From an optimization exercise on the open Yosys and OpenROAD flow, aimed at small area; shortcuts taken in it are not production practice.
Only simulation tests tie the RTL to the original design; equivalence was not proved.
The clock port is modelled as an ideal driver; clocking choices that lean on that would not hold on a real chip.
Power and IR drop assume default switching activity.

<file path="flow/design.v">
module psk_packer (
    input  wire        clk,
    input  wire        rst,
    input  wire        tok_valid,
    output wire        tok_ready,
    input  wire [2:0]  tok_tag,
    input  wire [15:0] tok_data,
    input  wire        hold,        
    input  wire [4:0]  lc,          
    input  wire        pop,
    output wire        q_vis,       
    output wire [2:0]  h_tag,
    output wire [7:0]  h_d
);
    reg [7:0]  acc_q;       
    reg        lz_q;
    reg        run_q;       
    reg [7:0]  s0_q;        
    reg [7:0]  s1_q;        
    reg [2:0]  t1_q;        
    reg        v0_q, v1_q, g_q;
    wire busy     = run_q;
    wire [3:0] bi = ~lc[3:0];   
    wire q_empty  = !v0_q && !v1_q && !g_q;
    wire is_data  = (tok_tag == 3'd0);
    wire a_empty  = (acc_q == 8'd1);
    wire pk_ok    = !hold && (busy || (q_empty && (lc == 5'd0)));
    wire pk_go    = tok_valid && pk_ok;
    wire pk_b     = is_data & tok_data[bi];
    wire pk_shift = pk_go && (is_data || !a_empty);
    wire [7:0] unit = {acc_q[6:0], pk_b};
    wire unit_done = pk_shift && acc_q[7];
    wire pk_stop  = is_data ? ((!pk_b && lz_q) || (bi == 4'd0)) : a_empty;
    assign tok_ready = pk_ok && pk_stop;
    wire tok_fire = tok_valid && tok_ready;
    assign q_vis = !busy && !q_empty;
    assign h_tag = v0_q ? 3'd0 : (g_q ? 3'd0 : t1_q);
    assign h_d   = v0_q ? s0_q : (g_q ? 8'd0 : s1_q);
    always @(posedge clk) begin
        if (rst) begin
            acc_q <= 8'd1;
            lz_q  <= 1'b0;
            run_q <= 1'b0;
            v0_q  <= 1'b0;
            v1_q  <= 1'b0;
            g_q   <= 1'b0;
        end else begin
            if (pk_go) run_q <= !tok_fire;
            if (pk_shift) begin
                acc_q <= acc_q[7] ? 8'd1 : unit;
                if (is_data) lz_q <= !pk_b;
            end
            if (unit_done) begin
                if (!v0_q) begin
                    s0_q <= unit;
                    v0_q <= 1'b1;
                    g_q  <= !is_data && (unit[1:0] == 2'b00) && (unit != 8'd0);
                end else begin
                    s1_q <= unit;
                    t1_q <= 3'd0;
                    v1_q <= 1'b1;
                end
            end
            if (pk_go && !is_data && a_empty) begin
                s1_q <= tok_data[7:0];
                t1_q <= tok_tag;
                v1_q <= 1'b1;
            end
            if (pop) begin
                if (v0_q)      v0_q <= 1'b0;
                else if (g_q)  g_q  <= 1'b0;
                else           v1_q <= 1'b0;
            end
        end
    end
endmodule
module psk_pq (
    input  wire        clk,
    input  wire        rst,
    input  wire        start_ok,    
    input  wire        accepted,    
    input  wire [63:7] t,
    output reg  [4:0]  lc_q,        
    output reg         mul_q,       
    output reg  [6:0]  rem_q,       
    output reg         diff_q       
);
    reg [25:0] ce_q, co_q;
    function automatic ge_c14(input [13:0] x, input [13:0] c);
        integer i;
        reg     r;
        begin
            r = 1'b1;
            for (i = 0; i < 14; i = i + 1)
                r = c[i] ? (x[i] & r) : (x[i] | r);
            ge_c14 = r;
        end
    endfunction
    reg        pend_q;
    wire lc0  = (lc_q == 5'd0);
    wire lc6  = (lc_q == 5'd6);
    wire lc25 = (lc_q == 5'd25);
    wire [6:0] rin = lc0 ? {2'b00, t[63:59]} : rem_q;
    wire [31:0] dhi, dlo;
    genvar gi;
    generate
        for (gi = 0; gi < 32; gi = gi + 1) begin : g_dig
            if (gi < 26) begin : g_v
                assign dhi[gi] = t[58 - 2*gi];
                assign dlo[gi] = t[57 - 2*gi];
            end else begin : g_z
                assign dhi[gi] = 1'b0;
                assign dlo[gi] = 1'b0;
            end
        end
    endgenerate
    wire [1:0] dg  = {dhi[lc_q], dlo[lc_q]};
    wire [7:0] v1  = {rin, dg[1]};
    wire       q1  = (v1 >= 8'd125);
    wire [6:0] r1  = q1 ? (v1[6:0] + 7'd3) : v1[6:0];
    wire [7:0] v0  = {r1, dg[0]};
    wire       q0  = (v0 >= 8'd125);
    wire [6:0] r0  = q0 ? (v0[6:0] + 7'd3) : v0[6:0];
    wire [1:0] qd  = {q1, q0};
    wire [8:0] vr  = {2'b00, r0};
    wire real_now  = lc0 ? (!mul_q && start_ok) : pend_q;
    wire dx = (qd[0] ^ ce_q[25]) | (qd[1] ^ co_q[25]);
    always @(posedge clk) begin
        if (rst) begin
            lc_q   <= 5'd0;
            pend_q <= 1'b0;
            mul_q  <= 1'b0;
            diff_q <= 1'b1;
        end else begin
            lc_q   <= lc25 ? 5'd0 : lc_q + 5'd1;
            pend_q <= real_now && !lc25;
            if (lc25 && pend_q) mul_q <= 1'b1;
            else if (lc6)       mul_q <= 1'b0;
            if (accepted)      diff_q <= 1'b0;
            else if (real_now) diff_q <= diff_q | dx;
        end
        if (!mul_q) rem_q <= vr[6:0];
        ce_q <= {ce_q[24:0], real_now ? qd[0] : ce_q[25]};
        co_q <= {co_q[24:0], real_now ? qd[1] : co_q[25]};
    end
endmodule
module psk_sampler (
    input  wire        clk,
    input  wire        rst,
    input  wire        smp_valid,
    output wire        smp_ready,
    input  wire [6:0]  t_lo,        
    input  wire        cancel,
    input  wire [4:0]  lc_q,
    input  wire        mul_q,
    input  wire [6:0]  rem_q,
    input  wire        diff_q,
    input  wire        q_vis,
    input  wire [2:0]  h_tag,
    input  wire [7:0]  h_d,
    output wire        pop,
    output reg         cancel_q,
    output wire [1:0]  fault_q,
    output wire        res_valid,
    output reg  [7:0]  res_amp,
    output wire        res_phase,
    output reg         res_ack,
    output wire [7:0]  res_handle
);
    localparam [1:0] K_OFF = 2'd0;
    localparam [1:0] K_PRE = 2'd1;
    localparam [1:0] K_TX  = 2'd2;
    localparam [1:0] K_END = 2'd3;
    wire lc0 = (lc_q == 5'd0);
    assign smp_ready = mul_q && (lc_q == 5'd5);
    assign res_valid = mul_q && (lc_q == 5'd6);
    wire smp_fire = smp_valid && smp_ready;
    function automatic ge_c14(input [13:0] x, input [13:0] c);
        integer i;
        reg     r;
        begin
            r = 1'b1;
            for (i = 0; i < 14; i = i + 1)
                r = c[i] ? (x[i] & r) : (x[i] | r);
            ge_c14 = r;
        end
    endfunction
    reg [1:0] kind_q;
    reg [5:0] c_q;        
    reg [7:0] h_q;        
    reg       phase_q, sn_q, fall_q, rise_q;
    assign res_phase  = phase_q;
    assign res_handle = h_q;
    reg [1:0] kind1;
    reg [5:0] c1, c2;
    reg [7:0] h1;
    reg [1:0] flt;
    reg       fire;
    reg       popr;
    reg       need;
    reg       tick, flip, bb, phase2, sn2, fall2, rise2;
    always @* begin
        kind1 = kind_q;
        c1    = c_q;
        h1    = h_q;
        flt   = 2'd0;
        fire  = 1'b0;
        popr  = 1'b0;
        need  = (kind_q == K_TX) ? c_q[3] : c_q[5];
        if (cancel_q) begin
            kind1 = K_OFF;
            c1    = 6'd0;
        end else if (need) begin
            if (kind_q == K_END) begin
                kind1 = K_OFF;
                c1    = 6'd0;
            end else if (q_vis) begin
                popr = 1'b1;
                case (h_tag)
                    3'd0: begin
                        if (kind_q == K_OFF) flt = 2'd2;
                        else begin
                            kind1 = K_TX;
                            h1    = h_d;
                            c1    = (h_d == 8'd0) ? 6'd7 : 6'd0;
                        end
                    end
                    3'd1: begin
                        h1 = h_d;
                        if (kind_q == K_OFF) begin
                            kind1 = K_PRE;
                            c1    = 6'd0;
                        end else fire = 1'b1;
                    end
                    3'd2: begin
                        h1   = h_d;
                        fire = 1'b1;
                    end
                    3'd3: begin
                        h1 = h_d;
                        if (kind_q == K_OFF) begin
                            fire = 1'b1;
                            c1   = 6'd0;
                        end else begin
                            kind1 = K_END;
                            c1    = 6'd0;
                        end
                    end
                    default: flt = 2'd1;
                endcase
            end
        end
        tick   = diff_q;
        c2     = c1;
        phase2 = phase_q;
        sn2    = sn_q;
        fall2  = fall_q;
        rise2  = rise_q;
        flip   = 1'b0;
        bb     = (popr && h_tag == 3'd0) ? h_d[7] : (c_q[3] ? 1'b0 : h_q[3'd7 - c_q[2:0]]);
        if (tick) begin
            sn2 = !sn_q;
            if (sn_q) begin
                case (kind1)
                    K_PRE, K_END: begin
                        if (!c1[5]) c2 = c1 + 6'd1;
                        if (c1 == 6'd31) fire = 1'b1;
                        flip = 1'b1;
                    end
                    K_TX: begin
                        if (!c1[3]) c2 = c1 + 6'd1;
                        flip = !bb;
                    end
                    default: flip = 1'b0;
                endcase
                phase2 = phase_q ^ flip;
                rise2  = fall_q | flip;
            end else begin
                case (kind1)
                    K_PRE, K_END: fall2 = 1'b1;
                    K_TX:         fall2 = !bb;
                    default:      fall2 = 1'b0;
                endcase
            end
        end
    end
    assign pop = smp_fire && popr && (flt == 2'd0);
    reg faulted_q;
    assign fault_q = faulted_q ? ((h_tag == 3'd0) ? 2'd2 : 2'd1) : 2'd0;
    wire [7:0] amp;
    psk_amp u_amp(.rem_q(rem_q), .t_lo(t_lo), .sn2(sn2), .rise2(rise2), .fall2(fall2), .kind1(kind1), .c2(c2), .lc_q(lc_q), .res_amp(res_amp), .amp(amp));
    always @(posedge clk) begin
        if (rst) begin
            kind_q    <= K_OFF;
            c_q       <= 6'd32;
            phase_q   <= 1'b0;
            sn_q      <= 1'b1;
            fall_q    <= 1'b0;
            rise_q    <= 1'b0;
            cancel_q  <= 1'b0;
            faulted_q <= 1'b0;
        end else begin
            if (cancel) cancel_q <= 1'b1;
            if (smp_fire) begin
                if (flt != 2'd0) begin
                    faulted_q <= 1'b1;
                end else begin
                    kind_q  <= kind1;
                    c_q     <= c2;
                    h_q     <= h1;
                    phase_q <= phase2;
                    sn_q    <= sn2;
                    fall_q  <= fall2;
                    rise_q  <= rise2;
                end
            end
        end
        res_amp <= amp;
        res_ack <= fire;
    end
endmodule
module psk_amp(input [6:0] rem_q, input [6:0] t_lo, input sn2, rise2, fall2, input [1:0] kind1, input [5:0] c2, input [4:0] lc_q, input [7:0] res_amp, output [7:0] amp);
    localparam [1:0] K_OFF = 2'd0;
    localparam [1:0] K_PRE = 2'd1;
    localparam [1:0] K_TX  = 2'd2;
    localparam [1:0] K_END = 2'd3;
    wire lc0 = (lc_q == 5'd0);
    function automatic ge_c14(input [13:0] x, input [13:0] c);
        integer i;
        reg     r;
        begin
            r = 1'b1;
            for (i = 0; i < 14; i = i + 1)
                r = c[i] ? (x[i] & r) : (x[i] | r);
            ge_c14 = r;
        end
    endfunction
    wire [13:0] pos   = {rem_q, t_lo};
    wire        lt4k  = !ge_c14(pos, 14'd4000);
    wire        ge12k = ge_c14(pos, 14'd12000);
    wire        in_b  = !sn2;
    wire        dip   = in_b ? (rise2 && lt4k) : (fall2 && ge12k);
    wire [11:0] r     = in_b ? pos[11:0] : (12'd3712 - pos[11:0]);
    wire [12:0] z     = r + 13'd50 * r[3:0];
    wire [2:0]  zk    = ge_c14({1'b0, z}, 14'd4000) ? 3'd5 : ge_c14({1'b0, z}, 14'd3200) ? 3'd4 :
                        ge_c14({1'b0, z}, 14'd2400) ? 3'd3 : ge_c14({1'b0, z}, 14'd1600) ? 3'd2 :
                        ge_c14({1'b0, z}, 14'd800)  ? 3'd1 : 3'd0;
    wire [7:0]  shape = r[11:4] + zk;
    wire [7:0]  base  = dip ? shape : 8'd255;
    wire        is_end = (kind1 == K_END);
    wire        full  = (kind1 == K_TX) || (c2[5] ^ is_end);
    wire [5:0]  g     = (kind1 == K_TX) ? 6'd31 : is_end ? (c2[5] ? 6'd0 : {1'b0, ~c2[4:0]}) : (c2[5] ? 6'd31 : c2);
    wire        off   = (kind1 == K_OFF);
    reg         gbit;
    always @* begin
        case (lc_q[2:0])
            3'd1:    gbit = g[0];
            3'd2:    gbit = g[1];
            3'd3:    gbit = g[2];
            3'd4:    gbit = g[3];
            default: gbit = g[4];
        endcase
    end
    wire [8:0]  asum  = res_amp + (gbit ? base : 8'd0);
    assign amp   = lc0 ? (full ? base : 8'd0) : (off ? 8'd0 : asum[8:1]);
endmodule
module psk_mod (
    input  wire        clk,
    input  wire        rst,
    input  wire        tok_valid,
    output wire        tok_ready,
    input  wire [2:0]  tok_tag,
    input  wire [15:0] tok_data,
    input  wire        cancel,
    input  wire        smp_valid,
    output wire        smp_ready,
    input  wire [63:0] smp_t,
    output wire        res_valid,
    output wire [7:0]  res_amp,
    output wire        res_phase,
    output wire [31:0] res_freq,
    output wire        res_ack,
    output wire [7:0]  res_handle,
    output wire [1:0]  fault
);
    assign res_freq = 32'd1000;
    wire        cancelled;
    wire        q_vis;
    wire [2:0]  h_tag;
    wire [7:0]  h_d;
    wire        pop;
    wire [4:0]  lc;
    wire        mul;
    wire [6:0]  rem;
    wire        diff;
    psk_packer u_packer (
        .clk       (clk),
        .rst       (rst),
        .tok_valid (tok_valid),
        .tok_ready (tok_ready),
        .tok_tag   (tok_tag),
        .tok_data  (tok_data),
        .hold      (cancelled || (fault != 2'd0) || mul),
        .lc        (lc),
        .pop       (pop),
        .q_vis     (q_vis),
        .h_tag     (h_tag),
        .h_d       (h_d)
    );
    psk_pq u_div (
        .clk      (clk),
        .rst      (rst),
        .start_ok (smp_valid && (fault == 2'd0)),
        .accepted (smp_valid && smp_ready),
        .t        (smp_t[63:7]),
        .lc_q     (lc),
        .mul_q    (mul),
        .rem_q    (rem),
        .diff_q   (diff)
    );
    psk_sampler u_sampler (
        .clk        (clk),
        .rst        (rst),
        .smp_valid  (smp_valid),
        .smp_ready  (smp_ready),
        .t_lo       (smp_t[6:0]),
        .cancel     (cancel),
        .lc_q       (lc),
        .mul_q      (mul),
        .rem_q      (rem),
        .diff_q     (diff),
        .q_vis      (q_vis),
        .h_tag      (h_tag),
        .h_d        (h_d),
        .pop        (pop),
        .cancel_q   (cancelled),
        .fault_q    (fault),
        .res_valid  (res_valid),
        .res_amp    (res_amp),
        .res_phase  (res_phase),
        .res_ack    (res_ack),
        .res_handle (res_handle)
    );
endmodule
</file>
<file path="flow/flow/run.sh">
#!/bin/bash
# The standard layout (standard.sh: ORFS synthesis, floorplan, place,
# CTS, route, finish), with these changes made through the environment that
# ORFS reads:
#  - synthesis maps the logic with the ABC script flow/abc_area.script (a
#    stronger area-oriented mapping; ABC only sees the combinational logic,
#    so the registers are those of the standard synthesis), and leaves the
#    adders to ABC instead of mapping them to fixed full/half adder cells;
#  - the input and output port buffers use the smallest buffer cell;
#  - clock tree synthesis inserts no dummy loads and uses clkbuf_8 buffers;
#    after it, flow/cts_size.tcl sizes each leaf clock buffer down to the
#    smallest clkbuf that keeps the register clock-pin slew at 0.10 ns or less.
# The full make output goes to standard.log; ORFS's own per-step logs are
# under orfs/logs/.
set -o pipefail
rm -rf scripts_abc
cp -r "$FLOW_HOME/scripts" scripts_abc
cp flow/abc_area.script scripts_abc/abc_area.script
export SCRIPTS_DIR="$PWD/scripts_abc"
export ABC_AREA=1
export ADDER_MAP_FILE=
export REMOVE_ABC_BUFFERS=1
export SKIP_REPAIR_TIE_FANOUT=1
export BUFFER_PORTS_ARGS="-buffer_cell sky130_fd_sc_hd__buf_1"
export POST_CTS_TCL="$PWD/flow/cts_size.tcl"
export CTS_ARGS="-sink_clustering_enable -repair_clock_nets -dont_use_dummy_load -buf_list sky130_fd_sc_hd__clkbuf_8"
bash standard.sh > standard.log 2>&1
</file>
<file path="flow/flow/abc_area.script">
strash
&get -n
&fraig -x
&st
&deepsyn -T 60
&dch -f
&nf -R 1000
&put
</file>
<file path="flow/flow/cts_size.tcl">
proc cts_leaf_max_slew { inst } {
  set mx 0
  foreach t [$inst getITerms] {
    if {![$t isOutputSignal]} { continue }
    foreach s [[$t getNet] getITerms] {
      if {![$s isInputSignal]} { continue }
      set pin [get_pins [[$s getInst] getName]/[[$s getMTerm] getName]]
      foreach prop {slew_max_rise slew_max_fall} {
        set v [get_property $pin $prop]
        if {$v > $mx} { set mx $v }
      }
    }
  }
  return $mx
}
proc cts_leaf_is_leaf { inst } {
  foreach t [$inst getITerms] {
    if {![$t isOutputSignal]} { continue }
    foreach s [[$t getNet] getITerms] {
      if {[$s isInputSignal] && [[$s getMTerm] getName] ne "CLK"} { return 0 }
    }
  }
  return 1
}
estimate_parasitics -placement
set cts_sized 0
foreach inst [[ord::get_db_block] getInsts] {
  if {![string match "clkbuf_*" [$inst getName]]} { continue }
  set master [[$inst getMaster] getName]
  if {![string match "sky130_fd_sc_hd__clkbuf_*" $master]} { continue }
  if {![cts_leaf_is_leaf $inst]} { continue }
  foreach c {sky130_fd_sc_hd__clkbuf_2 sky130_fd_sc_hd__clkbuf_4 sky130_fd_sc_hd__clkbuf_8} {
    replace_cell [get_cells [$inst getName]] $c
    estimate_parasitics -placement
    if {[cts_leaf_max_slew $inst] <= 0.10 || $c eq $master} { break }
  }
  if {$c ne $master} { incr cts_sized }
  puts "cts_size: [$inst getName] $master -> $c, slew [cts_leaf_max_slew $inst]"
}
puts "cts_size: resized $cts_sized leaf clock buffers"
</file>
<file path="flow/standard.sh">
#!/bin/bash
# synth_recipe.tcl (not shown) runs the flow's synth.tcl, then flattens the netlist and writes it again
# the make line also repeats each setting of config.mk as NAME=value (left out here)
make -C /OpenROAD-flow-scripts/flow DESIGN_CONFIG=/design/flow/config.mk WORK_HOME=/design/flow/orfs CLKGATE_MAP_FILE= SYNTH_SCRIPT=/design/flow/synth_recipe.tcl "${@:-finish}"
</file>
<file path="flow/config.mk">
export PLATFORM = sky130hd
export DESIGN_NAME = psk_mod
export DESIGN_NICKNAME = psk_mod
export VERILOG_FILES = /design/flow/design.v
export SDC_FILE = /design/flow/constraint.sdc
export NUM_CORES = 4
export LEC_CHECK = 0
export ABC_AREA = 1
export CAP_MARGIN = 20
export CORE_MARGIN = 2
export CORE_UTILIZATION = 40
export GPL_TIMING_DRIVEN = 0
export SLEW_MARGIN = 20
</file>
<file path="flow/constraint.sdc">
create_clock -name core_clock -period 100.0 [get_ports {clk}]
set_input_delay 20.0000 -clock core_clock [delete_from_list [all_inputs] [get_ports {clk}]]
set_output_delay 20.0000 -clock core_clock [all_outputs]
set_load 0.01 [all_outputs]
</file>
==> impl_metrics.yaml, run 1 <==
detailed_routing:
  first_pass_iters: 5
  routed_wl_um: 15300
  vias: 5366
  drt_first_iter_violations: 385
  routed_via_density: 5.58
  drt_drc_violations_left: 0
  drt-wirelength-per-cell_um: 15.9
  antenna_left: 0
critical_path:
  worst-r2r-setup-slack_ns: 92.32
  worst_setup_path_startpoint: "tok_data[6]"
  timing.critical_path.from_type: "input pin"
  critical_path.slowest_cell: "sky130_fd_sc_hd__nor3_1"
  crit_path_cell_trace: "buf_1 > o22ai_1 > nor2_1 > o21ai_0 > o21ai_0 > nor3_1 > a21oi_1 > o21a_1 > nor2_1 > buf_1"
  criticalPathCategory: "input pin to primary output"
  slowest_delay_ns: 0.25
  cp.required_ns: 80.00
  worst-path-max-fanout: 2
  critical_path.endpoint_type: "primary output"
  worstPathArrival_ns: 21.34
  r2r-start: "u_packer.v0_q"
sta:
  min_period_over_period_pct: 41.3
  timing.setup.tns_ns: 0
  maxClockFrequency_mhz: 24.2
  number_of_hold_slack_violations_in_the_final_timing_report: 0
  final-max-slew-violation-count: 0
  worst_slew_pin_slew_ns: 1.05
  final_count_of_negative_setup_slack_endpoints: 0
  slew_headroom_pct: 29.3
  clock_skew_ns: 0.0481
  fin_crit_ns: 41.34
  hold_slack_ns: 0.312
  grt_setup_unrepaired: "false"
clocking:
  worst_setup_hold_path_clk_slew_ns: 0.10
  cts_tree: "built"
  insertion_delay_ns: 0.42
  cts_num_sinks: 130
power:
  p_seq_share_pct: 51.8
  power_frac_clock_pct: 19.2
  p_comb_share_pct: 29.0
  p_int_uw: 87.0
  power.switching_fraction_pct: 32.6
  power_density_nw_per_um2: 18.9
  p_leak_nw: 2.47
  irDropWorstVdd_uv: 7.13
  power.switching_uw: 42.2
global_route:
  grt_pass1_wl_um: 24600
  first_global_vias: 5163
  grt_start_max_net_pins: 27
  track_usage_pct: 18.9
  global_route.overflow_total: 0
  number_of_antenna_violations_at_the_first_check_in_global_routing: 0
synth:
  ys.warnings.count: 4
  ys_top_cells_by_area: "sky130_fd_sc_hd__dfxtp_1 31%, sky130_fd_sc_hd__edfxtp_1 16%, sky130_fd_sc_hd__nor2_1 5.2%, sky130_fd_sc_hd__buf_4 3.9%, sky130_fd_sc_hd__o21ai_0 3.8%"
  summed_instance_area_of_the_synthesized_netlist_um2: 6220
  synth_top_area_share_pct: 30.9
  synth.yosys.seq_area_share_pct: 47.3
  yosys_register_bits: 130
  yosysTopAreaCell: "sky130_fd_sc_hd__dfxtp_1"
  async_reset_ff_share_pct: 0
  synthesis.area_per_instance_um2: 9.22
  yosysUniqueCellTypes: 51
  synth_edf_count: 34
  netlist_instances: 675
  most_common_flop_cell_mapped_by_yosys: "sky130_fd_sc_hd__dfxtp_1"
cells_and_area:
  most_frequent_standard_cell_in_the_layout_excluding_fill_and_tap_cells: "sky130_fd_sc_hd__buf_1"
  final_layout_size_suffix_gt1_share_pct: 3.23
  final_nets: 863
  layout_overhead_on_the_synthesized_area_pct: 9.63
  final_cell_mix: "110 x sky130_fd_sc_hd__buf_1, 96 x sky130_fd_sc_hd__dfxtp_1, 87 x sky130_fd_sc_hd__nor2_1, 47 x sky130_fd_sc_hd__o21ai_0"
  antennaDiodeCount: 0
  postLayoutCellArea_um2: 6820
die:
  die_h_um: 129
  design.die.area_um2: 16600
  effective_utilization_at_floorplan_pct: 40.9
  die_width_um: 129
  row_count: 45
  pin_count: 143
  placeableCoreArea_um2: 15200
hold_path:
  min_delay_startpoint: "u_div.ce_q[9]"
  hold_path_class: "flip-flop to flip-flop"
placed_design:
  place_area_um2: 6660
  place.detailed.hpwl_um: 11700
  portBuffers: 110
  gpl.final_weighted_congestion: 0.889
status:
  outcome: "timing/DRC/antenna clean"
job:
  max_cap_violations: 0
cell usage after synthesis (all sizes together) (4+ instances only):
master / instances
dfxtp: 96
nor2: 87
o21ai: 47
a21oi: 42
nand2: 42
edfxtp: 34
buf: 32
a22o: 25
xnor2: 25
clkinv: 24
nor3: 21
o22ai: 21
xor2: 15
a21o: 14
and2: 12
a31oi: 11
nor2b: 11
nand2b: 10
nand3: 9
and3: 8
nor4: 8
o31ai: 7
or2: 7
o21a: 6
a22oi: 5
a31o: 5
o32ai: 5
o221ai: 4
cell type report:
cell class / instances / area [um2]
Fill cell: 1538 / 8380
Multi-Input combinational cell: 489 / 2970
Sequential cell: 130 / 2940
Timing Repair Buffer: 113 / 433
Tap cell: 188 / 235
Clock buffer: 17 / 151
Inverter: 24 / 90.1
state kept, by name, indices dropped and copies added, names as in the netlist, 2 cells and up:
| signal | cells |
|---|---|
| u_div.co_q | 26 |
| u_packer.acc_q | 8 |
| u_sampler.kind_q | 2 |
| u_div.lc_q | 5 |
| u_sampler.res_amp | 8 |
| u_packer.s0_q | 8 |
| u_div.rem_q | 7 |
| u_packer.s1_q | 8 |
| u_sampler.c_q | 6 |
| u_packer.t1_q | 3 |
| u_div.ce_q | 26 |
| u_sampler.h_q | 8 |
path summary, 6_finish.rpt:
check / endpoint / cells past startpoint
hold reg to reg: u_div.ce_q[10] / 0
setup / recovery: tok_ready / 10
hold / removal: u_div.ce_q[10] / 0
setup reg to reg: u_sampler.res_amp[6] / 32
logic make-up (layout without fill, tap and decap cells):
logic type      after synthesis  after routing  synth area share [%]
other cells                   2              2                 0.121
flops                       130            130                  47.3
compound gates              215            215                  23.1
buf+inv                      56            154                  5.31
mux                           5              5                  1.21
xor+xnor                     40             40                  5.63
fa+ha+maj                     2              2                 0.322
simple gates                225            225                  17.0
worst max-delay path: cells and delay by family:
kind	cells	cell delay (ns)
simple gates	3	0.39
buf+inv	2	0.26
compound gates	5	0.68
power by group through the flow:
stage | clock (mW) | combinational (mW) | sequential [mW]
after floorplan | 0 | 0.0289 | 0.0667
final | 0.0247 | 0.0375 | 0.0669
after global placement | 0 | 0.0358 | 0.0678
after global routing | 0.0278 | 0.0423 | 0.0678
after detailed placement | 0 | 0.0372 | 0.0680
through the flow:
stage	util [%]	instances	power, mW	setup slack [ns]
global route	44.9	961	0.138	58.48
finish	44.9	961	0.129	58.66
floorplan	-	643	0.0955	59.06
detailed placement	43.8	944	0.105	58.67
global placement	43.6	941	0.104	58.63
metal layers:
metal | GRT usage (%) | wire (um) | vias to the layer above
met3 | 3.95 | 777 | 29
met5 | 0 | 0 | -
met4 | 9.65 | 411 | 0
met2 | 31.2 | 7280 | 185
met1 | 23.6 | 6800 | 2505
li1 | - | - | 2647
==> run 2, diff against run 1 <==
--- a/flow/flow/run.sh
+++ b/flow/flow/run.sh
@@ -10,5 +10,5 @@
 #  - clock tree synthesis inserts no dummy loads and uses clkbuf_8 buffers;
 #    after it, flow/cts_size.tcl sizes each leaf clock buffer down to the
-#    smallest clkbuf that keeps the register clock-pin slew at 0.10 ns or less.
+#    smallest clkbuf that keeps the register clock-pin slew at 0.115 ns or less.
 # The full make output goes to standard.log; ORFS's own per-step logs are
 # under orfs/logs/.
==> flow/flow/abc_area.script (replaced) <==
strash
&get -n
&fraig -x
&st
&dc2
&syn2
&dch -f
&nf -R 1000
&st
&dc2
&syn2
&dch -f
&nf -R 1000
&st
&dc2
&syn2
&dch -f
&nf -R 1000
&put
--- a/flow/flow/cts_size.tcl
+++ b/flow/flow/cts_size.tcl
@@ -33,5 +33,5 @@
     replace_cell [get_cells [$inst getName]] $c
     estimate_parasitics -placement
-    if {[cts_leaf_max_slew $inst] <= 0.10 || $c eq $master} { break }
+    if {[cts_leaf_max_slew $inst] <= 0.115 || $c eq $master} { break }
   }
   if {$c ne $master} { incr cts_sized }
==> impl_metrics.yaml, run 2 <==
global_route:
  first_global_vias: 5516
  grt_pass1_wl_um: 26800
  track_usage_pct: 18.6
  grt_start_max_net_pins: 35
  number_of_antenna_violations_at_the_first_check_in_global_routing: 0
  global_route.overflow_total: 0
synth:
  synth.yosys.seq_area_share_pct: 43.9
  synth_top_area_share_pct: 28.6
  yosys_register_bits: 130
  yosysTopAreaCell: "sky130_fd_sc_hd__dfxtp_1"
  synthesis.area_per_instance_um2: 8.74
  netlist_instances: 768
  synth_edf_count: 34
  yosysUniqueCellTypes: 56
  ys.warnings.count: 4
  most_common_flop_cell_mapped_by_yosys: "sky130_fd_sc_hd__dfxtp_1"
  summed_instance_area_of_the_synthesized_netlist_um2: 6710
  async_reset_ff_share_pct: 0
  synth_commonest_cells: "113 x sky130_fd_sc_hd__nor2_1, 96 x sky130_fd_sc_hd__dfxtp_1, 68 x sky130_fd_sc_hd__nand2_1"
  ys_top_cells_by_area: "sky130_fd_sc_hd__dfxtp_1 29%, sky130_fd_sc_hd__edfxtp_1 15%, sky130_fd_sc_hd__nor2_1 6.3%, sky130_fd_sc_hd__xnor2_1 4.7%, sky130_fd_sc_hd__o21ai_0 4.2%"
  most_common_cell_in_the_synthesized_netlist: "sky130_fd_sc_hd__nor2_1"
critical_path:
  worst_setup_path_startpoint: "tok_data[9]"
  timing.critical_path.from_type: "input pin"
  worst_setup_path_endpoint: "tok_ready"
  r2r-start: "u_div.diff_q"
  critical_path.endpoint_type: "primary output"
  worst-path-max-fanout: 3
  criticalPathCategory: "input pin to primary output"
  cp.required_ns: 80.00
  worst-r2r-setup-slack_ns: 91.84
  worst_r2r_path_depth: 31
  worstPathArrival_ns: 21.73
  rr_endpoint: "u_sampler.res_amp[7]"
detailed_routing:
  routed_wl_um: 16100
  routed_via_density: 5.31
  dr_wl_met3_um: 760
  drt_drc_violations_left: 0
  drt-wirelength-per-cell_um: 14.8
  top_metal_layer_carrying_routed_signals: "met4"
  first_pass_iters: 5
  vias: 5763
  detailroute.wirelength.met2_um: 7400
  drt_first_iter_violations: 257
  antenna_left: 0
  detail_route.wirelength.met1_um: 7750
status:
  outcome: "timing/DRC/antenna clean"
power:
  p_int_uw: 89.6
  p_seq_share_pct: 49.3
  p_leak_nw: 2.57
  power.switching_uw: 46.5
  power_frac_clock_pct: 18.3
  p_comb_share_pct: 32.5
  design_power_total_uw: 136
  power_density_nw_per_um2: 18.6
  power.switching_fraction_pct: 34.2
  irDropWorstVdd_uv: 7.58
placed_design:
  cell_count_post_placement: 1068
  portBuffers: 110
  place_area_um2: 7180
  gpl.final_weighted_congestion: 0.853
  place.detailed.hpwl_um: 12000
  pre_cts_ws_ns: 58.29
sta:
  clock_skew_ns: 0.0531
  final-max-slew-violation-count: 0
  final_count_of_negative_setup_slack_endpoints: 0
  worst_slew_pin_slew_ns: 0.993
  timing.setup.tns_ns: 0
  fin_crit_ns: 41.73
  min_period_over_period_pct: 41.7
  layout_setup_ws_ns: 58.27
  slew_headroom_pct: 33.5
  number_of_hold_slack_violations_in_the_final_timing_report: 0
  maxClockFrequency_mhz: 24.0
  grt_setup_unrepaired: "false"
  hold_slack_ns: 0.303
die:
  die_h_um: 134
  effective_utilization_at_floorplan_pct: 40.8
  die_width_um: 134
  placeableCoreArea_um2: 16500
  row_count: 47
  design.die.area_um2: 17800
  pin_count: 143
cells_and_area:
  final_cell_mix: "113 x sky130_fd_sc_hd__nor2_1, 109 x sky130_fd_sc_hd__buf_1, 96 x sky130_fd_sc_hd__dfxtp_1, 68 x sky130_fd_sc_hd__nand2_1, 56 x sky130_fd_sc_hd__o21ai_0"
  antennaDiodeCount: 0
  most_frequent_standard_cell_in_the_layout_excluding_fill_and_tap_cells: "sky130_fd_sc_hd__nor2_1"
  reg.largest.list: "u_div.ce_q: 26 flops, u_div.co_q: 26 flops"
  final_layout_size_suffix_gt1_share_pct: 2.89
  layout.core_utilization_pct: 44.5
  multi_input_comb_area_um2: 3490
  final_cell_count_no_fill: 1085
  ff_latch_area_um2: 2940
  final_nets: 955
  layout_overhead_on_the_synthesized_area_pct: 9.25
  fillers: 1686
  postLayoutCellArea_um2: 7330
clocking:
  cts_tree: "built"
  worst_setup_hold_path_clk_slew_ns: 0.09
  insertion_delay_ns: 0.42
  cts_num_sinks: 130
job:
  max_cap_violations: 0
hold_path:
  hold_path_class: "flip-flop to flip-flop"
[run 2: cells by family (layout without fill, tap and decap cells)]
| group | after synthesis | in the layout | synth area share [%] |
|---|---|---|---|
| simple gates | 304 | 304 | 21.1 |
| buf+inv | 47 | 144 | 4.42 |
| other cells | 2 | 2 | 0.112 |
| compound gates | 211 | 211 | 20.0 |
| mux | 14 | 14 | 2.50 |
| flops | 130 | 130 | 43.9 |
| xor+xnor | 53 | 53 | 6.92 |
| fa+ha+maj | 7 | 7 | 1.04 |
[run 2: how the worst min path moves through the flow]
stage	start	endpoint	slack (ns)	cells past startpoint
3_5_place_dp	u_div.ce_q[4]	u_div.ce_q[5]	0.31	0
2_1_floorplan	u_div.ce_q[9]	u_div.ce_q[10]	0.31	0
3_3_place_gp	u_div.co_q[2]	u_div.co_q[3]	0.31	0
6_report	u_div.co_q[5]	u_div.co_q[6]	0.30	0
5_1_grt	u_div.ce_q[7]	u_div.ce_q[8]	0.31	0
[run 2: routing by layer]
layer / vias up / track usage (%)
met1: 2651 / 25.0
li1: 2954 / -
met5: - / 0
met4: 0 / 5.14
met2: 144 / 30.5
met3: 14 / 4.00
[run 2: critical path: stages]
cell and delay, ns:
sky130_fd_sc_hd__buf_1 0.07, sky130_fd_sc_hd__o22ai_1 0.15, sky130_fd_sc_hd__nor2_1 0.06, sky130_fd_sc_hd__o21ai_0 0.07, sky130_fd_sc_hd__a21oi_1 0.11, sky130_fd_sc_hd__nor3_1 0.35, sky130_fd_sc_hd__a21oi_1 0.12, sky130_fd_sc_hd__o41ai_1 0.42
sky130_fd_sc_hd__and2_0 0.22, sky130_fd_sc_hd__buf_1 0.16
[run 2: area by class of cell]
type | count | area share [%]
Multi-Input combinational cell | 591 | 47.6
Sequential cell | 130 | 40.1
Timing Repair Buffer | 112 | 5.79
Tap cell | 220 | 3.75
Clock buffer | 17 | 1.93
Inverter | 15 | 0.768
[run 2: power by group through the flow]
stage               clock network (mW)  logic, mW  registers, mW
detailed placement                   0     0.0438         0.0683
finish                          0.0249     0.0442         0.0671
global route                    0.0274     0.0501         0.0681
floorplan                            0     0.0348         0.0669
global placement                     0     0.0436         0.0682
==> run 3, diff against run 2 <==
==> flow/flow/abc_area.script (replaced) <==
strash
&get -n
&fraig -x
&st
&syn3
&dch -f
&nf -R 1000
&st
&syn3
&dch -f
&nf -R 1000
&put
strash
&get -n
&st
&syn3
&dch -f
&nf -R 1000
&put
==> impl_metrics.yaml, run 3 <==
cells_and_area:
  most_frequent_standard_cell_in_the_layout_excluding_fill_and_tap_cells: "sky130_fd_sc_hd__nor2_1"
  layout_overhead_on_the_synthesized_area_pct: 9.44
  fillers: 1593
  final_cell_mix: "122 x sky130_fd_sc_hd__nor2_1, 109 x sky130_fd_sc_hd__buf_1, 96 x sky130_fd_sc_hd__dfxtp_1, 52 x sky130_fd_sc_hd__nand2_1, 49 x sky130_fd_sc_hd__o21ai_0"
  final_nets: 917
  reg.largest.list: "u_div.ce_q: 26 flops, u_div.co_q: 26 flops"
  antennaDiodeCount: 0
  final_layout_size_suffix_gt1_share_pct: 3.02
  postLayoutCellArea_um2: 7080
detailed_routing:
  routed_via_density: 5.27
  drt_first_iter_violations: 281
  routed_wl_um: 15300
  first_pass_iters: 4
  antenna_left: 0
  vias: 5493
  drt-wirelength-per-cell_um: 14.6
  drt_drc_violations_left: 0
power:
  irDropWorstVdd_uv: 9.06
  power_density_nw_per_um2: 18.6
  p_leak_nw: 2.48
  power_frac_clock_pct: 18.3
  p_comb_share_pct: 31.8
  p_seq_share_pct: 49.9
  power.switching_uw: 43.6
  p_int_uw: 88.0
  power.switching_fraction_pct: 33.2
clocking:
  cts_tree: "built"
  insertion_delay_ns: 0.43
  cts_num_sinks: 130
  worst_setup_hold_path_clk_slew_ns: 0.10
global_route:
  number_of_antenna_violations_at_the_first_check_in_global_routing: 0
  grt_start_max_net_pins: 31
  first_global_vias: 5254
  track_usage_pct: 18.1
  global_route.overflow_total: 0
  grt_pass1_wl_um: 25500
placed_design:
  place_area_um2: 6940
  place.detailed.hpwl_um: 11300
  portBuffers: 110
  gpl.final_weighted_congestion: 0.900
sta:
  worst_slew_pin_slew_ns: 0.988
  fin_crit_ns: 41.98
  min_period_over_period_pct: 42.0
  number_of_hold_slack_violations_in_the_final_timing_report: 0
  final-max-slew-violation-count: 0
  maxClockFrequency_mhz: 23.8
  grt_setup_unrepaired: "false"
  clock_skew_ns: 0.0487
  slew_headroom_pct: 33.9
  final_count_of_negative_setup_slack_endpoints: 0
  timing.setup.tns_ns: 0
critical_path:
  cpLargestDelayFamily: "compound AO/OA/AOI/OAI gates"
  worst-r2r-setup-slack_ns: 92.33
  critical_path.slowest_cell: "sky130_fd_sc_hd__nor3_1"
  rr_endpoint: "u_sampler.res_amp[6]"
  crit_path_cell_trace: "buf_1 > nor3_1 > o21ai_0 > a21oi_1 > nor2b_1 > o21ai_0 > a21oi_1 > buf_1"
  worst-path-buf-inv: 2
  worst_r2r_path_depth: 28
  criticalPathCategory: "input pin to primary output"
  slowest_delay_ns: 0.59
  r2r-start: "u_div.diff_q"
  cp.required_ns: 80.00
  timing.critical_path.from_type: "input pin"
  worst-path-max-fanout: 5
  worstPathArrival_ns: 21.98
  critical_path.endpoint_type: "primary output"
synth:
  synthesis.area_per_instance_um2: 8.86
  yosysTopAreaCell: "sky130_fd_sc_hd__dfxtp_1"
  synth_edf_count: 34
  ys.warnings.count: 4
  synth_top_area_share_pct: 29.7
  most_common_cell_in_the_synthesized_netlist: "sky130_fd_sc_hd__nor2_1"
  synth.yosys.seq_area_share_pct: 45.5
  netlist_instances: 730
  async_reset_ff_share_pct: 0
  ys_top_cells_by_area: "sky130_fd_sc_hd__dfxtp_1 30%, sky130_fd_sc_hd__edfxtp_1 16%, sky130_fd_sc_hd__nor2_1 7.1%, sky130_fd_sc_hd__xnor2_1 4.5%, sky130_fd_sc_hd__o21ai_0 3.8%"
  yosysUniqueCellTypes: 51
  synth_commonest_cells: "122 x sky130_fd_sc_hd__nor2_1, 96 x sky130_fd_sc_hd__dfxtp_1, 52 x sky130_fd_sc_hd__nand2_1"
  yosys_register_bits: 130
  most_common_flop_cell_mapped_by_yosys: "sky130_fd_sc_hd__dfxtp_1"
  summed_instance_area_of_the_synthesized_netlist_um2: 6470
hold_path:
  min_delay_startpoint: "u_div.co_q[3]"
  min_to: "u_div.co_q[4]"
  hold_path_class: "flip-flop to flip-flop"
  worstHoldPathCells: 0
die:
  die_h_um: 131
  die_width_um: 131
  design.die.area_um2: 17200
  row_count: 46
  placeableCoreArea_um2: 15800
  pin_count: 143
  effective_utilization_at_floorplan_pct: 40.9
job:
  max_cap_violations: 0
status:
  outcome: "timing/DRC/antenna clean"
-- run 3: metrics by stage --
step	setup slack (ns)	utilization, %	hold slack, ns	std cells	power [mW]
2_1_floorplan	58.91	-	0.310	698	0.0991
3_3_place_gp	58.03	43.7	0.311	1024	0.108
3_5_place_dp	58.06	43.9	0.312	1026	0.109
5_1_grt	57.90	44.7	0.319	1043	0.141
6_report	58.02	44.7	0.315	1043	0.132
-- run 3: cells by family (layout without fill, tap and decap cells) --
family	Yosys count	count (layout)	synth area share (%)
compound gates	190	190	18.4
mux	13	13	2.44
fa+ha+maj	8	8	1.24
flops	130	130	45.5
other cells	2	2	0.116
buf+inv	50	147	4.76
xor+xnor	54	54	7.31
simple gates	283	283	20.2
-- run 3: worst max-delay path by stage --
| stage | from | endpoint | slack, ns | cells after the start |
|---|---|---|---|---|
| after floorplan | tok_tag[1] | tok_ready | 58.91 | 6 |
| after global placement | tok_tag[1] | tok_ready | 58.03 | 8 |
| after detailed placement | tok_tag[1] | tok_ready | 58.06 | 8 |
| after global routing | tok_tag[1] | tok_ready | 57.90 | 8 |
| final | tok_tag[1] | tok_ready | 58.02 | 8 |
-- run 3: per-layer routing --
metal	GRT usage [%]	share of wire, %
met1	24.4	47
met2	29.2	46
met3	3.82	5.5
met4	5.74	0.88
met5	0	0
-- run 3: area by class of cell --
type | instances | area, um2 | area share [%]
Multi-Input combinational cell | 550 | 3240 | 45.7
Clock buffer | 17 | 139 | 1.96
Tap cell | 216 | 270 | 3.82
Timing Repair Buffer | 112 | 424 | 5.99
Inverter | 18 | 67.6 | 0.954
Sequential cell | 130 | 2940 | 41.6
-- run 3: power groups by stage --
stage	logic (mW)	registers [mW]	clock network (mW)
after global routing	0.0476	0.0667	0.0271
final	0.0418	0.0657	0.0241
after detailed placement	0.0418	0.0669	0
after global placement	0.0414	0.0668	0
after floorplan	0.0334	0.0657	0
==> run 4, diff against run 3 <==
==> flow/flow/abc_area.script (replaced) <==
strash
&get -n
&fraig -x
&st
&deepsyn -T 60
&dch -f
&nf -R 1000
&put
==> impl_metrics.yaml, run 4 <==
status:
  outcome: "timing/DRC/antenna clean"
synth:
  ys_top_cells_by_area: "sky130_fd_sc_hd__dfxtp_1 31%, sky130_fd_sc_hd__edfxtp_1 16%, sky130_fd_sc_hd__nor2_1 5.2%, sky130_fd_sc_hd__buf_4 3.9%, sky130_fd_sc_hd__o21ai_0 3.8%"
  yosysTopAreaCell: "sky130_fd_sc_hd__dfxtp_1"
  most_common_flop_cell_mapped_by_yosys: "sky130_fd_sc_hd__dfxtp_1"
  synth.mux.area_fraction_pct: 1.21
  post_synth_fa_ha_maj_area_fraction_pct: 0.322
  yosys_register_bits: 130
  netlist_instances: 675
  synth_commonest_cells: "96 x sky130_fd_sc_hd__dfxtp_1, 87 x sky130_fd_sc_hd__nor2_1, 47 x sky130_fd_sc_hd__o21ai_0"
  synth_compound_gate_area_share_pct: 23.1
  summed_instance_area_of_the_synthesized_netlist_um2: 6220
  synth_top_family_by_area: "compound AO/OA/AOI/OAI gates"
  synth_edf_count: 34
  synth.yosys.seq_area_share_pct: 47.3
  synthesis.area_per_instance_um2: 9.22
  synth_top_area_share_pct: 30.9
  async_reset_ff_share_pct: 0
  yosysUniqueCellTypes: 51
  synth-xor-area-share_pct: 5.63
  ys.warnings.count: 4
  most_common_cell_in_the_synthesized_netlist: "sky130_fd_sc_hd__dfxtp_1"
  synth_simple_gate_area_share_pct: 17.0
sta:
  fin_crit_ns: 41.34
  final-max-slew-violation-count: 0
  grt_setup_unrepaired: "false"
  maxClockFrequency_mhz: 24.2
  number_of_hold_slack_violations_in_the_final_timing_report: 0
  timing.setup.tns_ns: 0
  clock_skew_ns: 0.0711
  worst_slew_pin_slew_ns: 1.05
  slew_headroom_pct: 29.4
  min_period_over_period_pct: 41.3
  final_count_of_negative_setup_slack_endpoints: 0
die:
  effective_utilization_at_floorplan_pct: 40.9
  placeableCoreArea_um2: 15200
  design.die.area_um2: 16600
  die_width_um: 129
  pin_count: 143
  die_h_um: 129
  row_count: 45
placed_design:
  cell_count_post_placement: 944
  portBuffers: 110
  place.detailed.hpwl_um: 11700
  gpl.final_weighted_congestion: 0.889
hold_path:
  worstHoldPathCells: 0
  hold_path_class: "flip-flop to flip-flop"
power:
  irDropWorstVdd_uv: 6.88
  power_density_nw_per_um2: 18.8
  p_leak_nw: 2.46
  design_power_total_uw: 128
critical_path:
  worst_setup_path_endpoint: "tok_ready"
  r2r-start: "u_packer.v0_q"
  rr_endpoint: "u_sampler.res_amp[6]"
  critical_path.endpoint_type: "primary output"
  worst-path-max-fanout: 2
  worst-r2r-setup-slack_ns: 92.31
  worst_r2r_path_depth: 32
  timing.critical_path.from_type: "input pin"
  criticalPathCategory: "input pin to primary output"
  cp.required_ns: 80.00
  worst_setup_path_startpoint: "tok_data[6]"
  worstPathArrival_ns: 21.34
detailed_routing:
  routed_via_density: 5.57
  vias: 5349
  drt_drc_violations_left: 0
  drt_first_iter_violations: 396
  antenna_left: 0
  first_pass_iters: 5
  routed_wl_um: 15300
  drt-wirelength-per-cell_um: 15.9
job:
  max_cap_violations: 0
cells_and_area:
  final_cell_count_no_fill: 961
  most_frequent_standard_cell_in_the_layout_excluding_fill_and_tap_cells: "sky130_fd_sc_hd__buf_1"
  reg.largest.list: "u_div.ce_q: 26 flops, u_div.co_q: 26 flops"
  final_nets: 863
  antennaDiodeCount: 0
  layout_overhead_on_the_synthesized_area_pct: 9.33
  final_layout_size_suffix_gt1_share_pct: 3.23
  final_cell_mix: "110 x sky130_fd_sc_hd__buf_1, 96 x sky130_fd_sc_hd__dfxtp_1, 87 x sky130_fd_sc_hd__nor2_1, 47 x sky130_fd_sc_hd__o21ai_0"
  fillers: 1541
global_route:
  first_global_vias: 5166
  number_of_antenna_violations_at_the_first_check_in_global_routing: 0
  grt_pass1_wl_um: 24600
  track_usage_pct: 18.9
  global_route.overflow_total: 0
  grt_start_max_net_pins: 27
clocking:
  insertion_delay_ns: 0.43
  cts_num_sinks: 130
  worst_setup_hold_path_clk_slew_ns: 0.11
  cts_tree: "built"
run 4: changes by cell type in the layout (fill, tap and decap cells not counted), sizes merged, moves of 8 or more:
cell and change:
nand2 -10, a22o +19, xnor2 -8, nor2 -35
run 4: power by group:
part	switching, mW	internal, mW	total, mW	leakage (nW)
registers	0.00471	0.0622	0.0669	1.10
logic	0.0221	0.0153	0.0375	1.28
clock network	0.0152	0.00816	0.0233	0.0820
total	0.0420	0.0857	0.128	2.46
run 4: worst min-delay path by stage:
stage | from | to | slack, ns
after floorplan | u_div.ce_q[9] | u_div.ce_q[10] | 0.31
after global placement | u_div.co_q[24] | u_div.co_q[25] | 0.31
after detailed placement | u_div.co_q[16] | u_div.co_q[17] | 0.31
after global routing | u_div.co_q[3] | u_div.co_q[4] | 0.31
final | u_div.co_q[15] | u_div.co_q[16] | 0.30
run 4: cell type report:
| class | count | area (um2) | area share (%) |
|---|---|---|---|
| flip-flops and latches | 130 | 2940 | 43.3 |
| inverters | 24 | 90.1 | 1.32 |
| clock buffers | 17 | 133 | 1.95 |
| repair buffers | 113 | 433 | 6.36 |
| multi-input cells | 489 | 2970 | 43.6 |
| well taps | 188 | 235 | 3.46 |
run 4: through the flow:
step	utilization (%)	setup WS, ns	area, um2	hold WS [ns]
after floorplan	-	59.06	5980	0.310
after global placement	43.6	58.63	6630	0.311
after detailed placement	43.8	58.67	6660	0.313
after global routing	44.7	58.48	6800	0.314
final	44.7	58.66	6800	0.298
run 4: cell families (layout without fill, tap and decap cells):
group | count (synthesis) | after routing
AOI/OAI and AO/OA | 215 | 215
xor gates and xnor gates | 40 | 40
adders and majority gates | 2 | 2
buffers and inverters | 56 | 154
DFF | 130 | 130
muxes | 5 | 5
other | 2 | 2
and+or+nand+nor | 225 | 225
run 4: worst max-delay path, stage by stage:
cell	delay (ns)
sky130_fd_sc_hd__buf_1	0.09
sky130_fd_sc_hd__o22ai_1	0.17
sky130_fd_sc_hd__nor2_1	0.06
sky130_fd_sc_hd__o21ai_0	0.06
sky130_fd_sc_hd__o21ai_0	0.15
sky130_fd_sc_hd__nor3_1	0.25
sky130_fd_sc_hd__a21oi_1	0.11
sky130_fd_sc_hd__o21a_1	0.19
sky130_fd_sc_hd__nor2_1	0.08
sky130_fd_sc_hd__buf_1	0.17
run 4: layer usage:
metal	vias to the layer above	routed length (um)	track usage, %	part of all wire [%]
met2	179	7260	31.2	47
li1	2651	-	-	-
met4	0	424	9.65	2.8
met3	30	732	3.95	4.8
met1	2489	6880	23.6	45
met5	-	0	0	0
==> run 5, diff against run 4 <==
--- a/flow/config.mk
+++ b/flow/config.mk
@@ -9,5 +9,5 @@
 export CAP_MARGIN = 20
 export CORE_MARGIN = 2
-export CORE_UTILIZATION = 40
+export CORE_UTILIZATION = 60
 export GPL_TIMING_DRIVEN = 0
 export SLEW_MARGIN = 20
==> impl_metrics.yaml, run 5 <==
placed_design:
  place.detailed.hpwl_um: 11000
  place_area_um2: 6600
  portBuffers: 110
  cell_count_post_placement: 892
  gpl.final_weighted_congestion: 0.906
power:
  design_power_total_uw: 128
  power.switching_fraction_pct: 33.2
  power_frac_clock_pct: 18.2
  p_comb_share_pct: 29.3
  power_density_nw_per_um2: 19.0
  p_leak_nw: 2.46
  irDropWorstVdd_uv: 14.5
  p_int_uw: 85.5
  p_seq_share_pct: 52.5
  power.switching_uw: 42.5
cells_and_area:
  layout_overhead_on_the_synthesized_area_pct: 8.16
  final_nets: 864
  most_frequent_standard_cell_in_the_layout_excluding_fill_and_tap_cells: "sky130_fd_sc_hd__buf_1"
  final_cell_mix: "110 x sky130_fd_sc_hd__buf_1, 96 x sky130_fd_sc_hd__dfxtp_1, 87 x sky130_fd_sc_hd__nor2_1, 47 x sky130_fd_sc_hd__o21ai_0"
  final_layout_size_suffix_gt1_share_pct: 3.23
  postLayoutCellArea_um2: 6730
  reg.largest.list: "u_div.ce_q: 26 flops, u_div.co_q: 26 flops"
  fillers: 885
  final_cell_count_no_fill: 910
  antennaDiodeCount: 0
sta:
  timing.setup.tns_ns: 0
  slew_headroom_pct: 31.9
  final-max-slew-violation-count: 0
  maxClockFrequency_mhz: 24.0
  final_count_of_negative_setup_slack_endpoints: 0
  fin_crit_ns: 41.65
  grt_setup_unrepaired: "false"
  clock_skew_ns: 0.0522
  hold_slack_ns: 0.312
  min_period_over_period_pct: 41.6
  number_of_hold_slack_violations_in_the_final_timing_report: 0
  worst_slew_pin_slew_ns: 1.01
synth:
  synth.yosys.seq_area_share_pct: 47.3
  synth_commonest_cells: "96 x sky130_fd_sc_hd__dfxtp_1, 87 x sky130_fd_sc_hd__nor2_1, 47 x sky130_fd_sc_hd__o21ai_0"
  summed_instance_area_of_the_synthesized_netlist_um2: 6220
  async_reset_ff_share_pct: 0
  synthesis.area_per_instance_um2: 9.22
  most_common_flop_cell_mapped_by_yosys: "sky130_fd_sc_hd__dfxtp_1"
  netlist_instances: 675
  ys_top_cells_by_area: "sky130_fd_sc_hd__dfxtp_1 31%, sky130_fd_sc_hd__edfxtp_1 16%, sky130_fd_sc_hd__nor2_1 5.2%, sky130_fd_sc_hd__buf_4 3.9%, sky130_fd_sc_hd__o21ai_0 3.8%"
  synth_edf_count: 34
  yosysTopAreaCell: "sky130_fd_sc_hd__dfxtp_1"
  most_common_cell_in_the_synthesized_netlist: "sky130_fd_sc_hd__dfxtp_1"
  ys.warnings.count: 4
  yosys_register_bits: 130
  yosysUniqueCellTypes: 51
  synth_top_area_share_pct: 30.9
detailed_routing:
  vias: 5409
  routed_via_density: 5.94
  drt_drc_violations_left: 0
  drt-wirelength-per-cell_um: 16.1
  first_pass_iters: 5
  antenna_left: 0
  drt_first_iter_violations: 393
  routed_wl_um: 14600
clocking:
  cts_num_sinks: 130
  worst_setup_hold_path_clk_slew_ns: 0.10
  cts_tree: "built"
  insertion_delay_ns: 0.41
critical_path:
  worst-r2r-setup-slack_ns: 92.13
  timing.critical_path.from_type: "input pin"
  cp.required_ns: 80.00
  worst-path-max-fanout: 2
  worstPathArrival_ns: 21.65
  criticalPathCategory: "input pin to primary output"
  critical_path.endpoint_type: "primary output"
global_route:
  track_usage_pct: 26.6
  grt_pass1_wl_um: 23400
  global_route.overflow_total: 0
  number_of_antenna_violations_at_the_first_check_in_global_routing: 0
  grt_start_max_net_pins: 27
  first_global_vias: 4915
job:
  max_cap_violations: 0
die:
  die_width_um: 106
  effective_utilization_at_floorplan_pct: 61.1
  placeableCoreArea_um2: 10200
  pin_count: 143
  design.die.area_um2: 11200
  row_count: 37
  die_h_um: 106
status:
  outcome: "timing/DRC/antenna clean"
hold_path:
  hold_path_class: "flip-flop to flip-flop"
-- run 5: cell counts after synthesis --
No cell type changed its count.
-- run 5: power by group through the flow --
stage | registers [mW] | logic (mW) | clock network (mW)
finish | 0.0672 | 0.0375 | 0.0233
global route | 0.0681 | 0.0420 | 0.0263
floorplan | 0.0667 | 0.0289 | 0
detailed placement | 0.0682 | 0.0368 | 0
global placement | 0.0679 | 0.0354 | 0
-- run 5: logic make-up (layout without fill, tap and decap cells) --
| logic type | count (synthesis) | after routing | synth area share [%] |
|---|---|---|---|
| xor gates and xnor gates | 40 | 40 | 5.63 |
| DFF | 130 | 130 | 47.3 |
| and+or+nand+nor | 225 | 225 | 17.0 |
| other | 2 | 2 | 0.121 |
| buffers and inverters | 56 | 155 | 5.31 |
| adders and majority gates | 2 | 2 | 0.322 |
| muxes | 5 | 5 | 1.21 |
| AOI/OAI and AO/OA | 215 | 215 | 23.1 |
-- run 5: routing by layer --
layer  wire, um  share of wire, %  GRT usage [%]
met5          0                 0              0
met4        224               1.5           8.36
met3       1050               7.2           5.50
met2       6820                47           43.7
met1       6530                45           35.3
-- run 5: final timing paths --
check	start	to	depth (start not counted)
worst max-delay path	tok_data[6]	tok_ready	10
worst min-delay path	u_div.co_q[14]	u_div.co_q[15]	0
worst max register to register	u_div.diff_q	u_sampler.res_amp[6]	36
worst min register to register	u_div.co_q[14]	u_div.co_q[15]	0
-- run 5: layout make-up --
cell class                 count  area [um2]  area share, %
clock buffer                  17         130           1.93
inverter                      24        90.1           1.34
multi-input combinational    489        2960           44.0
sequential                   130        2940           43.7
tap                          136         170           2.53
timing repair buffer         114         435           6.47
-- run 5: critical path, cell delays in order --
cell and delay, ns:
sky130_fd_sc_hd__buf_1 0.09, sky130_fd_sc_hd__o22ai_1 0.24, sky130_fd_sc_hd__nor2_1 0.06, sky130_fd_sc_hd__o21ai_0 0.07
sky130_fd_sc_hd__o21ai_0 0.15, sky130_fd_sc_hd__nor3_1 0.34, sky130_fd_sc_hd__a21oi_1 0.14, sky130_fd_sc_hd__o21a_1 0.20
sky130_fd_sc_hd__nor2_1 0.17, sky130_fd_sc_hd__buf_1 0.18
-- run 5: through the flow --
stage               setup slack, ns  util, %
finish                        58.35     66.1
global placement              58.53     64.5
detailed placement            58.48     64.8
floorplan                     59.06        -
global route                  58.31     66.1
==> run 6, diff against run 5 <==
--- a/flow/design.v
+++ b/flow/design.v
@@ -99,5 +99,5 @@
     reg        pend_q;
     wire lc0  = (lc_q == 5'd0);
-    wire lc6  = (lc_q == 5'd6);
+    wire lc5  = (lc_q == 5'd5);
     wire lc25 = (lc_q == 5'd25);
     wire [6:0] rin = lc0 ? {2'b00, t[63:59]} : rem_q;
@@ -136,5 +136,5 @@
             pend_q <= real_now && !lc25;
             if (lc25 && pend_q) mul_q <= 1'b1;
-            else if (lc6)       mul_q <= 1'b0;
+            else if (lc5)       mul_q <= 1'b0;
             if (accepted)      diff_q <= 1'b0;
             else if (real_now) diff_q <= diff_q | dx;
@@ -161,6 +161,6 @@
     output wire        pop,
     output reg         cancel_q,
-    output wire [1:0]  fault_q,
-    output wire        res_valid,
+    output reg  [1:0]  fault_q,
+    output reg         res_valid,
     output reg  [7:0]  res_amp,
     output wire        res_phase,
@@ -174,5 +174,4 @@
     wire lc0 = (lc_q == 5'd0);
     assign smp_ready = mul_q && (lc_q == 5'd5);
-    assign res_valid = mul_q && (lc_q == 5'd6);
     wire smp_fire = smp_valid && smp_ready;
     function automatic ge_c14(input [13:0] x, input [13:0] c);
@@ -285,7 +284,5 @@
         end
     end
-    assign pop = smp_fire && popr && (flt == 2'd0);
-    reg faulted_q;
-    assign fault_q = faulted_q ? ((h_tag == 3'd0) ? 2'd2 : 2'd1) : 2'd0;
+    assign pop = smp_fire && popr;
     wire [7:0] amp;
     psk_amp u_amp(.rem_q(rem_q), .t_lo(t_lo), .sn2(sn2), .rise2(rise2), .fall2(fall2), .kind1(kind1), .c2(c2), .lc_q(lc_q), .res_amp(res_amp), .amp(amp));
@@ -299,10 +296,12 @@
             rise_q    <= 1'b0;
             cancel_q  <= 1'b0;
-            faulted_q <= 1'b0;
+            fault_q   <= 2'd0;
+            res_valid <= 1'b0;
         end else begin
+            res_valid <= smp_fire;
             if (cancel) cancel_q <= 1'b1;
             if (smp_fire) begin
                 if (flt != 2'd0) begin
-                    faulted_q <= 1'b1;
+                    fault_q <= flt;
                 end else begin
                     kind_q  <= kind1;
@@ -348,7 +347,6 @@
     wire [7:0]  shape = r[11:4] + zk;
     wire [7:0]  base  = dip ? shape : 8'd255;
-    wire        is_end = (kind1 == K_END);
-    wire        full  = (kind1 == K_TX) || (c2[5] ^ is_end);
-    wire [5:0]  g     = (kind1 == K_TX) ? 6'd31 : is_end ? (c2[5] ? 6'd0 : {1'b0, ~c2[4:0]}) : (c2[5] ? 6'd31 : c2);
+    wire [5:0]  g     = (kind1 == K_END) ? (6'd32 - c2) : c2;
+    wire        full  = (kind1 == K_TX) || g[5];
     wire        off   = (kind1 == K_OFF);
     reg         gbit;
@@ -362,5 +360,5 @@
         endcase
     end
-    wire [8:0]  asum  = res_amp + (gbit ? base : 8'd0);
+    wire [8:0]  asum  = res_amp + ((gbit || full) ? base : 8'd0);
     assign amp   = lc0 ? (full ? base : 8'd0) : (off ? 8'd0 : asum[8:1]);
 endmodule
==> flow/flow/abc_area.script (replaced) <==
strash
&get -n
&fraig -x
&st
&syn3
&dch -f
&nf -R 1000
&st
&syn3
&dch -f
&nf -R 1000
&put
strash
&get -n
&st
&syn3
&dch -f
&nf -R 1000
&put
--- a/flow/config.mk
+++ b/flow/config.mk
@@ -9,5 +9,5 @@
 export CAP_MARGIN = 20
 export CORE_MARGIN = 2
-export CORE_UTILIZATION = 60
+export CORE_UTILIZATION = 40
 export GPL_TIMING_DRIVEN = 0
 export SLEW_MARGIN = 20
==> impl_metrics.yaml, run 6 <==
synth:
  synth_commonest_cells: "116 x sky130_fd_sc_hd__nor2_1, 98 x sky130_fd_sc_hd__dfxtp_1, 60 x sky130_fd_sc_hd__nand2_1"
  post_synth_fa_ha_maj_area_fraction_pct: 0.751
  synth_simple_gate_area_share_pct: 20.2
  summed_instance_area_of_the_synthesized_netlist_um2: 6670
  synth_compound_gate_area_share_pct: 18.8
  ys_top_cells_by_area: "sky130_fd_sc_hd__dfxtp_1 29%, sky130_fd_sc_hd__edfxtp_1 15%, sky130_fd_sc_hd__nor2_1 6.5%, sky130_fd_sc_hd__xnor2_1 5.5%, sky130_fd_sc_hd__buf_4 3.6%"
  synth_top_area_share_pct: 29.4
  synthesis.area_per_instance_um2: 8.83
  synth.mux.area_fraction_pct: 2.20
  yosys_register_bits: 132
  synth-xor-area-share_pct: 8.02
  synth.yosys.seq_area_share_pct: 44.8
  synth_top_family_by_area: "simple AND/OR/NAND/NOR gates"
  yosysTopAreaCell: "sky130_fd_sc_hd__dfxtp_1"
  netlist_instances: 755
  ys.warnings.count: 4
  yosysUniqueCellTypes: 56
  synth_edf_count: 34
  most_common_cell_in_the_synthesized_netlist: "sky130_fd_sc_hd__nor2_1"
  async_reset_ff_share_pct: 0
  most_common_flop_cell_mapped_by_yosys: "sky130_fd_sc_hd__dfxtp_1"
detailed_routing:
  detail_route.wirelength.met1_um: 7410
  routed_via_density: 5.22
  vias: 5590
  drt-wirelength-per-cell_um: 14.4
  routed_wl_um: 15400
  first_pass_iters: 5
  top_metal_layer_carrying_routed_signals: "met4"
  antenna_left: 0
  drt_drc_violations_left: 0
  dr_wl_met3_um: 732
  drt_first_iter_violations: 300
  detailroute.wirelength.met2_um: 7110
clocking:
  cts_tree: "built"
  cts_num_sinks: 132
  insertion_delay_ns: 0.42
  worst_setup_hold_path_clk_slew_ns: 0.09
status:
  outcome: "timing/DRC/antenna clean"
cells_and_area:
  final_nets: 941
  fillers: 1649
  final_cell_mix: "115 x sky130_fd_sc_hd__nor2_1, 109 x sky130_fd_sc_hd__buf_1, 98 x sky130_fd_sc_hd__dfxtp_1, 60 x sky130_fd_sc_hd__nand2_1, 42 x sky130_fd_sc_hd__xnor2_1"
  layout_overhead_on_the_synthesized_area_pct: 9.07
  antennaDiodeCount: 0
  final_layout_size_suffix_gt1_share_pct: 2.82
  reg.largest.list: "u_div.ce_q: 26 flops, u_div.co_q: 26 flops"
  final_cell_count_no_fill: 1071
  most_frequent_standard_cell_in_the_layout_excluding_fill_and_tap_cells: "sky130_fd_sc_hd__nor2_1"
sta:
  final_count_of_negative_setup_slack_endpoints: 0
  clock_skew_ns: 0.0593
  grt_setup_unrepaired: "false"
  slew_headroom_pct: 33.4
  number_of_hold_slack_violations_in_the_final_timing_report: 0
  fin_crit_ns: 41.97
  worst_slew_pin_slew_ns: 0.989
  timing.setup.tns_ns: 0
  final-max-slew-violation-count: 0
  maxClockFrequency_mhz: 23.8
  min_period_over_period_pct: 42.0
global_route:
  track_usage_pct: 18.1
  global_route.overflow_total: 0
  number_of_antenna_violations_at_the_first_check_in_global_routing: 0
  grt_start_max_net_pins: 37
  first_global_vias: 5339
  grt_pass1_wl_um: 25800
critical_path:
  worst-r2r-setup-slack_ns: 92.55
  worstPathArrival_ns: 21.97
  cp.required_ns: 80.00
  timing.critical_path.from_type: "input pin"
  critical_path.endpoint_type: "primary output"
  critical_path.slowest_cell: "sky130_fd_sc_hd__nor3_1"
  criticalPathCategory: "input pin to primary output"
  slowest_delay_ns: 0.64
  crit_path_cell_trace: "buf_1 > nor3_1 > o21ai_0 > a21oi_1 > nor2b_1 > o21ai_0 > a21oi_1 > buf_1"
  worst-path-max-fanout: 6
die:
  die_h_um: 133
  placeableCoreArea_um2: 16400
  design.die.area_um2: 17700
  row_count: 47
  die_width_um: 133
  pin_count: 143
  effective_utilization_at_floorplan_pct: 40.6
placed_design:
  place.detailed.hpwl_um: 11500
  gpl.final_weighted_congestion: 0.826
  portBuffers: 110
  cell_count_post_placement: 1054
job:
  max_cap_violations: 0
hold_path:
  hold_path_class: "flip-flop to flip-flop"
power:
  power_density_nw_per_um2: 18.5
  irDropWorstVdd_uv: 7.37
  p_leak_nw: 2.59
[run 6: cell type report]
type / count / area [um2] / share of cell area (%)
inverter: 27 / 101 / 1.39
tap: 220 / 275 / 3.79
sequential: 132 / 2980 / 41.0
multi-input combinational: 564 / 3350 / 46.1
timing repair buffer: 111 / 419 / 5.77
clock buffer: 17 / 136 / 1.88
[run 6: cell families after synthesis]
kind of cell | after synthesis
AOI/OAI and AO/OA | 193
xor gates and xnor gates | 61
adders and majority gates | 5
buffers and inverters | 59
DFF | 132
muxes | 12
other | 2
and+or+nand+nor | 291
[run 6: layer usage]
metal | track usage [%] | vias to the layer above
met4 | 5.56 | 0
met1 | 24.1 | 2512
met3 | 3.95 | 12
li1 | - | 2905
met2 | 29.6 | 161
met5 | 0 | -
[run 6: critical path, delay by kind of cell]
family | cells | cell delay (ns)
compound gates | 4 | 1.00
simple gates | 2 | 0.72
buf+inv | 2 | 0.24
[run 6: stage by stage]
step / hold slack, ns / instance area (um2) / setup WS, ns / power, mW / utilization [%]
5_1_grt: 0.311 / 7270 / 57.83 / 0.144 / 44.3
2_1_floorplan: 0.310 / 6420 / 58.83 / 0.102 / -
6_report: 0.303 / 7270 / 58.03 / 0.134 / 44.3
3_3_place_gp: 0.311 / 7110 / 57.98 / 0.111 / 43.4
3_5_place_dp: 0.312 / 7130 / 58.04 / 0.111 / 43.5
[run 6: worst paths after layout]
path | start | to | depth (start not counted)
setup / recovery | tok_tag[1] | tok_ready | 8
hold / removal | u_div.co_q[14] | u_div.co_q[15] | 0
hold reg to reg | u_div.co_q[14] | u_div.co_q[15] | 0
setup reg to reg | u_div.diff_q | u_sampler.res_amp[6] | 33
[run 6: power breakdown]
group	switching [mW]	leakage [nW]	internal, mW
registers	0.00428	1.13	0.0629
clock network	0.0157	0.0842	0.00840
logic	0.0249	1.37	0.0183

-- what the ideal ports hide --
Ports are ideal in the flow. The routed layouts listed here were re-timed in OpenROAD. Step 1 sets driving cells, clkbuf_16 on the clock port and buf_2 on the other inputs (assumed; they add their load-dependent delay and slew). Step 2 also shifts input and output timing later by t, the mid clock arrival at the registers, as if the neighbouring blocks saw the same clock. Slacks: ideal ports / drivers / drivers and shift; pairs: ideal ports / drivers.
run | shift t [ns] | setup slack, ns | worst setup path after step 2
run 1 | 0.430 | 58.662 / 58.639 / 58.639 | input to output
run 2 | 0.424 | 58.270 / 58.251 / 58.251 | input to output
run 3 | 0.440 | 58.024 / 58.003 / 58.003 | input to output
run 4 | 0.427 | 58.659 / 58.639 / 58.639 | input to output
run 5 | 0.413 | 58.354 / 58.334 / 58.334 | input to output
run 6 | 0.427 | 58.033 / 58.013 / 58.013 | input to output
After both steps setup and hold are still met in every run listed. The setup slack of run 1, which loses most, moves by -0.023 ns with the drivers and by -0.023 ns with both steps.
